From an optimization exercise on the open Yosys and OpenROAD flow, aimed at small area, a short achievable clock period and few clock cycles; shortcuts taken in it are not production practice.
Function was not checked in any run shown here: the RTL went through the layout flow alone.

## flow/design.v (module list and top-level ports; edited modules follow where they fit)
// module lz4crc: 997 lines
module lz4crc (
    input  wire        clk,
    input  wire        rst,             
    input  wire        cmd_valid,
    output wire        cmd_ready,
    input  wire [7:0]  cmd_op,
    input  wire [31:0] cmd_src,
    input  wire [31:0] cmd_len,
    input  wire [31:0] cmd_dst,
    input  wire [31:0] cmd_cap,
    output reg         done,
    output reg  [7:0]  status,
    output reg  [31:0] result,
    output wire        mem_req,
    output wire        mem_we,
    output wire [29:0] mem_addr,
    output wire [3:0]  mem_wstrb,
    output wire [31:0] mem_wdata,
    input  wire        mem_gnt,
    input  wire        mem_rvalid,
    input  wire [31:0] mem_rdata
);
  // ...
==> flow/run.sh <==
#!/bin/bash
# synth_recipe.tcl (not shown) runs the flow's synth.tcl, then flattens the netlist and writes it again
# the make line also repeats each setting of config.mk as NAME=value (left out here)
make -C /OpenROAD-flow-scripts/flow DESIGN_CONFIG=/design/flow/config.mk WORK_HOME=/design/flow/orfs CLKGATE_MAP_FILE= SYNTH_SCRIPT=/design/flow/synth_recipe.tcl finish
==> flow/config.mk <==
export PLATFORM = sky130hd
export DESIGN_NAME = lz4crc
export DESIGN_NICKNAME = lz4crc
export VERILOG_FILES = /design/flow/design.v
export SDC_FILE = /design/flow/constraint.sdc
export NUM_CORES = 4
export LEC_CHECK = 0
export CAP_MARGIN = 20
export CORE_MARGIN = 2
export CORE_UTILIZATION = 40
export CTS_BUF_LIST = sky130_fd_sc_hd__clkbuf_8
export CTS_CLUSTER_SIZE = 30
export SETUP_SLACK_MARGIN = 2.0
export SLEW_MARGIN = 20
==> flow/constraint.sdc <==
create_clock -name core_clock -period 8.0 [get_ports {clk}]
set_input_delay 1.6000 -clock core_clock [delete_from_list [all_inputs] [get_ports {clk}]]
set_output_delay 1.6000 -clock core_clock [all_outputs]
set_load 0.01 [all_outputs]
==> flow_summary.ini, run 1 <==
[job]
cap_violations = 0

[grt]
busiest_layer = met2
grt_pass1_wl_um = 275200

[placement]
dp_slack_ns = 0.4068
port_buffers = 282

[clock_tree]
cts_setup_buffers = 98
cts_made_buffers = 83
clk_latency_ns = 0.81

[routing]
vias_per_cell = 6.325
route.met3.wl_um = 19920
drtAntennaViolNets = 0
dr.max_layer_used = met5

[logic_synthesis]
yosysMostFrequentCell = nand2_1
synth_fa_ha_area_share_pct = 6.586
synth.area.top_cells = edfxtp_1 (26%), xnor2_1 (8.0%), ha_1 (6.1%), nand2_1 (5.3%), a21oi_1 (5.1%)
yosys_register_bits = 428
synth_edf_count = 365

[finish]
multi_input_area_share_pct = 56.48
final_cell_mix = nand2_1 (576), a21oi_1 (411), nor2_1 (405), xnor2_1 (379), o21ai_0 (372)
final_common_cell = nand2_1
layout-drive-gt1-share_pct = 14.27
fin_util_pct = 49.10
seq_cell_count = 428
nMultiInputCombCells = 4116
n_clock_buffer = 89
final_nets = 5798

[worst_setup_path]
worst-setup-path-type = reg2reg
worstPathArrival_ns = 7.73
r2r_slack_ns = 0.93
cp_common_cell = buf_6
critical_path.top_delay_family = buffers and inverters
crit_fanout = 7
crit_buf_inv = 31

[die]
io_pins = 283
die_w_um = 327.3

[timing]
clock_skew_ns = 0.04791
hold_ws_ns = 0.4570
fmax_mhz = 141.5

[worst_hold_path]
hold_class = reg2reg
hp-start = status[3]
hold_path_end = status[3]

[status]
outcome = no timing/DRC/antenna violations
==> inputs of run 2 (changes only) <==
--- a/flow/design.v
+++ b/flow/design.v
@@ -34,29 +34,31 @@
                      S_TOK   = 4'd3,     
                      S_LEXT  = 4'd4,     
                      S_LCHK  = 4'd5,     
                      S_LIT   = 4'd6,     
                      S_MEXT  = 4'd7,     
                      S_MCHK  = 4'd8,     
                      S_MCOPY = 4'd9,     
                      S_CHK2  = 4'd10,    
-                     S_CHK3  = 4'd11;    
+                     S_CHK3  = 4'd11,    
+                     S_DONE  = 4'd12;    
     reg [3:0]  state;
     reg [1:0]  kind;
     reg [31:0] sa;              
     reg [31:0] s_left;          
     reg [31:0] wp;              
     reg [31:0] c_left;          
     reg [31:0] opos;            
     reg [32:0] acc;             
     reg [3:0]  mnib;
     reg [15:0] offset;
     reg        se32, de32;      
     reg        dlt;             
+    reg [2:0]  fcode;           
     reg [4:1]  hav;             
     reg [29:0] rq;              
     reg [1:0]  pos;             
     reg [1:0]  nval;            
     reg [1:0]  outs;            
     reg [2:0]  disc;            
     reg [31:0] w0, w1, w2;
     reg        msrc;            
@@ -683,17 +685,18 @@
     always @(*) begin
         case (state)
             S_LIT:   lim_ok = a_more;       
             S_MEXT:  lim_ok = h_more;
             S_MCHK:  lim_ok = 1'b0;
             default: lim_ok = 1'b1;
         endcase
     end
-    wire       rd_act = (state != S_IDLE) && (state != S_CHECK) && (state != S_CHK2) && (state != S_CHK3);
+    wire       rd_act = (state != S_IDLE) && (state != S_CHECK) && (state != S_CHK2) && (state != S_CHK3) &&
+                         (state != S_DONE);
     wire       pf_ok  = s_nz && (shi || gt_thr(s_left[3:0], sf, 2'd0, spos, 2'd0));
     wire       rd_ok  = msrc ? (per ? (mw != 2'd0) : pf ? pf_ok : ((dh != 4'd0) && a_more)) : (s_more && lim_ok);
     wire       w_full3 = (nval == 2'd3) ? (outs == 2'd0) : (nval == 2'd2) ? (outs == 2'd1) :
                          (nval == 2'd1) ? (outs == 2'd2) : (outs == 2'd3);
     wire       h_shift = hdr_rdy && !fits3(pos, nhdr);
     wire       rd_rdy = rd_act && !wr_rdy && (w_room || (w_full3 && h_shift)) && !disc[2] && rd_ok;
     assign mem_req   = wr_rdy || rd_rdy;
     assign mem_we    = wr_rdy;
@@ -725,32 +728,31 @@
     wire [7:0] hb = y[7:0];    
     wire        chk      = (state == S_CHECK);
     wire        mchk     = (state == S_MCHK);
     wire [15:0] offv     = st_off ? y[15:0] : offset;
     wire        mchk2    = mchk || st_off;
     wire        chk2     = (state == S_CHK2);
     wire        chk3     = (state == S_CHK3);
     wire        lchk     = (state == S_LCHK);
-    wire [31:0] sas_a    = mchk2 ? wp : chk3 ? opos : lchk ? s_left : sa;
-    wire [31:0] sas_b    = mchk2 ? {16'd0, offv} : chk2 ? wp : chk3 ? {rq, pos} : lchk ? acc[31:0] : s_left;
-    wire        sas_pos  = !sas[32] && (sas[31:0] != 32'd0);    
+    wire [31:0] sas_a    = (mchk2 || chk2) ? wp : chk3 ? {rq, pos} : lchk ? s_left : sa;
+    wire [31:0] sas_b    = mchk2 ? {16'd0, offv} : chk2 ? sa : chk3 ? opos : lchk ? acc[31:0] : s_left;
     wire [32:0] sas      = chk ? ({1'b0, sas_a} + {1'b0, sas_b}) : ({1'b0, sas_a} - {1'b0, sas_b});
     wire        st_tok   = (state == S_TOK);
     wire [31:0] lopnd    = st_tok ? {28'd0, hb[7:4]} : st_off ? {27'd0, {1'b0, mnib} + 5'd4} : acc[31:0];
     wire [32:0] opa      = {1'b0, opos} + {1'b0, lopnd};            
     wire [32:0] cla      = {1'b0, c_left} - {1'b0, lopnd};
     wire        tok_fast = shi && (c_left[31:4] != 28'd0);
     wire        acc_gt_c = acc[32] || cla[32];
     wire        acc_gt_s = acc[32] || sas[32];                  
     wire [31:0] sln      = s_left - {29'd0, nhdr_c};
     wire        src_wrap = se32 && (sa != 32'd0);
     wire        dst_wrap = de32 && (opos != 32'd0);
     wire        overlap  = (s_left != 32'd0) && (c_left != 32'd0) &&
-                           (de32 || sas_pos) && dlt;              
+                           (de32 || sas[32]) && dlt;              
     wire [32:0] acc_sum  = {1'b0, acc[31:0]} + (st_copy ? {30'h3FFFFFFF, ~ncopy + 3'd1} : {25'd0, hb});
     wire [31:0] mstart   = sas[31:0];
     wire [6:0]  dh0      = ({1'b0, offv[5:0]} + 7'd3 - {5'd0, wl}) >> 2;      
     wire [1:0]  ms_lo    = wl - offv[1:0];                                      
     wire        bad_off  = (offv == 16'd0) || (opos[31:16] == 16'd0 && offv > opos[15:0]);
     wire        crc_tail = !s_ge4;
     wire [31:0] crc_in   = crc_tail ? {c_left[7:0] ^ hb, 24'd0} : (c_left ^ y);
     wire [31:0] crc_nx   = crc_f32(crc_in) ^ (crc_tail ? {8'd0, c_left[31:8]} : 32'd0);
@@ -829,17 +831,17 @@
                     de32   <= opa[32];
                     c_left <= acc[31:0];
                     rq     <= sa[31:2];
                     pos    <= sa[1:0];
                     hav    <= hav_f(nval_g, sa[1:0]);
                     state  <= S_CHK2;
                 end
                 S_CHK2: begin
-                    dlt   <= se32 || sas_pos;
+                    dlt   <= se32 || sas[32];                 
                     state <= S_CHK3;
                 end
                 S_CHK3: begin
                     nval   <= 2'd0;
             hav    <= 4'd0;
                     msrc   <= 1'b0;
                     per    <= 1'b0;
                     opos   <= 32'd0;
@@ -929,16 +931,36 @@
                         hav  <= 4'd0;
                         outs <= 2'd0;
                         disc <= disc_n;
                         msrc <= 1'b0;
                         per  <= 1'b0;
                         state <= S_TOK;
                     end
                 end
+                S_DONE: begin
+                    case (fcode)
+                        3'd0: status <= ST_OK;
+                        3'd1: status <= ST_SRC_OVERRUN;
+                        3'd2: status <= ST_DST_OVERRUN;
+                        3'd3: status <= ST_BAD_OFFSET;
+                        3'd4: status <= ST_ILLEGAL_OP;
+                        3'd5: status <= ST_BAD_RANGE;
+                        default: status <= ST_UNAVAILABLE;
+                    endcase
+                    result <= (fcode != 3'd0) ? 32'd0 : (kind == K_CRC) ? ~c_left : opos;
+                    done   <= 1'b1;
+                    state  <= S_IDLE;
+                    nval   <= 2'd0;
+                    hav    <= 4'd0;
+                    outs   <= 2'd0;
+                    disc   <= disc_n;
+                    msrc   <= 1'b0;
+                    per    <= 1'b0;
+                end
                 default: state <= S_IDLE;
             endcase
         end
     end
     task match_start;
         begin
                         c_left <= cla[31:0];
                         opos   <= opa[31:0];
@@ -975,23 +997,23 @@
             snz    <= (v != 32'd0);
             sone   <= (v == 32'd1);
             sge4   <= (v[31:2] != 30'd0);
             shi    <= (v[31:4] != 28'd0);
         end
     endtask
     task finish;
         input [7:0]  code;
-        input [31:0] value;
+        input [31:0] value;     
         begin
-            status <= code;
-            result <= value;
-            done   <= 1'b1;
-            state  <= S_IDLE;
-            nval   <= 2'd0;
-            hav    <= 4'd0;
-            outs   <= 2'd0;
-            disc   <= disc_n;
-            msrc   <= 1'b0;
-            per    <= 1'b0;
+            state <= S_DONE;
+            case (code)
+                ST_OK:          fcode <= 3'd0;
+                ST_SRC_OVERRUN: fcode <= 3'd1;
+                ST_DST_OVERRUN: fcode <= 3'd2;
+                ST_BAD_OFFSET:  fcode <= 3'd3;
+                ST_ILLEGAL_OP:  fcode <= 3'd4;
+                ST_BAD_RANGE:   fcode <= 3'd5;
+                default:        fcode <= 3'd6;
+            endcase
         end
     endtask
 endmodule
==> run 2 against run 1 <==
Compared with the run above:
- critical endpoint is now fcode[2]
- still clean
- highest routed layer unchanged
- first-iteration DRC count shrank 2.8%
- worst hold slack better by 0.017 ns
==> flow_summary.ini, run 2 <==
[status]
outcome = no timing/DRC/antenna violations

[worst_setup_path]
crit_fanout = 10
worst_setup_path_end_kind = register
worstPathArrival_ns = 6.62
worst-setup-path-type = reg2reg
required_ns = 8.43
startpoint_type = register

[worst_hold_path]
hold_class = reg2reg

[placement]
port_buffers = 278
dp_hpwl_um = 142000
placedCellCount = 6435
gp_congestion = 1.013

[logic_synthesis]
synth.area.top_cells = edfxtp_1 (26%), xnor2_1 (7.7%), ha_1 (6.0%), nand2_1 (5.5%), o21ai_0 (5.0%)
synth_ff_type = edfxtp_1
syn-instance-count = 4944
synthDistinctLibCells = 111
synth_edf_count = 368
yosysTopAreaCell = edfxtp_1
synthArstFlopShare_pct = 0
yosys_register_bits = 427
syn_avg_cell_area_um2 = 8.452
netlist_top_cells_count = nand2_1 (612), o21ai_0 (421), edfxtp_1 (368)
yosysMostFrequentCell = nand2_1
yosysSeqAreaShare_pct = 29.27
yosysTopAreaCellShare_pct = 26.44
netlist_area_um2 = 41790
synth-warning-count = 1

[clock_tree]
h-tree-depth = 3
cts_made_buffers = 84
tritoncts = yes
clk_path_buf_depth = 3
clk_pin_slew_worst_paths_ns = 0.06
cts_num_sinks = 427
clk_latency_ns = 0.81
cts_root_buffer = clkbuf_8

[routing]
drt-initial-drc-count = 5630
wl_per_cell_um = 28.08
drc_errors = 0
vias_per_cell = 6.322
vias = 42200
drtAntennaViolNets = 0
postRouteWirelength_um = 187400
first_pass_iters = 6

[grt]
grt_pass1_wl_um = 270400
grt_pass1_vias = 39580
overflow = 0
antenna_found_initial = 9
track_usage_pct = 33.82
grt_max_degree = 89

[die]
die_w_um = 327.2
dieArea_um2 = 107100
die_y_um = 327.2
start_util_pct = 40.32
design.core.area_um2 = 103600
io_pins = 283
core.rowCount = 118

[timing]
hold_viol_final = 0
setup_violations = 0
final_max_slew_viol_count = 0
clock_skew_ns = 0.06638
tns_ns = 0
fin_crit_ns = 6.194
timing_worst_slew_pin_value_ns = 1.139
fmax_mhz = 161.5
slew_headroom_pct = 23.54
layout_worst_path_cycle_share_pct = 77.42
rsz0062_at_grt = yes

[finish]
top_register = acc
layout-drive-gt1-share_pct = 12.40
final_common_cell = nand2_1
final_cell_mix = nand2_1 (609), o21ai_0 (409), edfxtp_1 (368), xnor2_1 (366), nor2_1 (349)
final_nets = 5605
instances_no_fill = 6674
area_growth_pct = 17.87
final.fill_count = 10160
largest_reg_flops = 33

[job]
cap_violations = 0
==> run 2: cell count changes after synthesis, sizes merged, moves of 20 or more <==
cell / change
buf: +28
o21ai: +50
and3: -20
a221o: -23
a22oi: +39
a21oi: -98
a31oi: +28
nor2: -53
nand2: +20
==> run 2: final timing paths <==
kind	start	end	cells after the start	slack (ns)
worst max-delay path	pos[0]	fcode[2]	24	1.81
worst max register to register	pos[0]	fcode[2]	24	1.81
worst min-delay path	status[1]	status[1]	2	0.47
worst min register to register	status[1]	status[1]	2	0.47
==> run 2: stage by stage <==
step                utilization [%]  area (µm²)  worst slack (ns)  hold WS (ns)
floorplan                         -       41840             2.022        0.4761
finish                        47.53       49260             1.806        0.4743
detailed placement            44.58       46200            0.4697        0.4516
CTS                           47.00       48710             1.881        0.4708
global placement              44.57       46200            0.6860        0.4534
global route                  47.52       49250             1.643        0.4826
==> run 2: metal layers <==
metal | up-vias | part of all wire, % | wire (µm) | GRT usage (%)
li1 | 18830 | - | - | -
met4 | 6 | 6.5 | 12230 | 18.55
met1 | 20200 | 41 | 76860 | 45.78
met5 | - | 0.023 | 43 | 0
met2 | 2577 | 42 | 79230 | 50.60
met3 | 583 | 10 | 19020 | 6.649
==> run 2: logic make-up (layout without fill, tap and decap cells) <==
family	count (synthesis)	after routing	share of synthesized area [%]
adders and majority gates	209	209	6.413
AOI/OAI and AO/OA	1442	1442	22.11
xor gates and xnor gates	528	528	11.21
muxes	306	306	8.919
other	1	8	0.008974
DFF	427	427	29.27
and+or+nand+nor	1537	1537	17.15
buffers and inverters	494	837	4.916
==> run 2: cell type report <==
cell class / count / area (µm²) / area share [%]
Timing Repair Buffer: 502 / 4668 / 9.477
Sequential cell: 427 / 12250 / 24.88
Antenna cell: 4 / 10.01 / 0.02032
Clock inverter: 64 / 457.9 / 0.9297
Multi-Input combinational cell: 4026 / 28230 / 57.32
Clock buffer: 88 / 1211 / 2.459
Inverter: 183 / 698.2 / 1.417
Tap cell: 1380 / 1727 / 3.505
==> run 2: worst max-delay path, cell delays in order, from the launching register on <==
cell       delay, ns
edfxtp_1        0.47
buf_12          0.17
mux4_2          0.55
buf_6           0.18
or4_4           0.49
o41ai_2         0.11
a31o_4          0.18
o2111ai_4       0.14
and4b_2         0.33
buf_4           0.12
and2_4          0.17
nor2_1          0.06
xnor2_1         0.26
ha_1            0.31
nand2_1         0.10
nor2_1          0.06
a211oi_2        0.25
o21ai_2         0.10
a22oi_2         0.23
o211ai_1        0.17
and2_1          0.19
a221o_1         0.45
a211oi_2        0.28
nor2_2          0.08
a2111oi_4       0.39
==> run 2: repair_timing <==
action                     4_1_cts  5_1_grt
setup buffers                   52       28
gates cloned                     3        0
hold buffers                     0        0
gates resized for setup         94       72
setup endpoints to repair      110       80
pin swaps                       24       37
hold endpoints to repair         0        0

-- re-timing with driven ports --
The flow's constraints put no driver on any port. The routed layouts listed below were extracted and timed again, unchanged, in two steps. Step 1: set_driving_cell puts a clkbuf_16 on clk and a buf_2 on each other input, an assumption about the parent block. Step 2 also shifts input and output timing later by t, the mid clock arrival at the registers, as if the neighbouring blocks saw the same clock. Three values: ideal, step 1, step 2; two values: the first two.
run	shift t [ns]	setup slack, ns	hold slack, ns	latest minus earliest clock arrival (ns)	worst data-port slew with drivers (ns)
run 1	0.860	0.930 / 0.930 / 0.930	0.457 / 0.457 / 0.457	0.048 / 0.048	0.05
run 2	0.849	1.806 / 1.806 / 1.806	0.474 / 0.474 / 0.474	0.067 / 0.067	0.05
After both steps setup and hold are still met in every run listed.
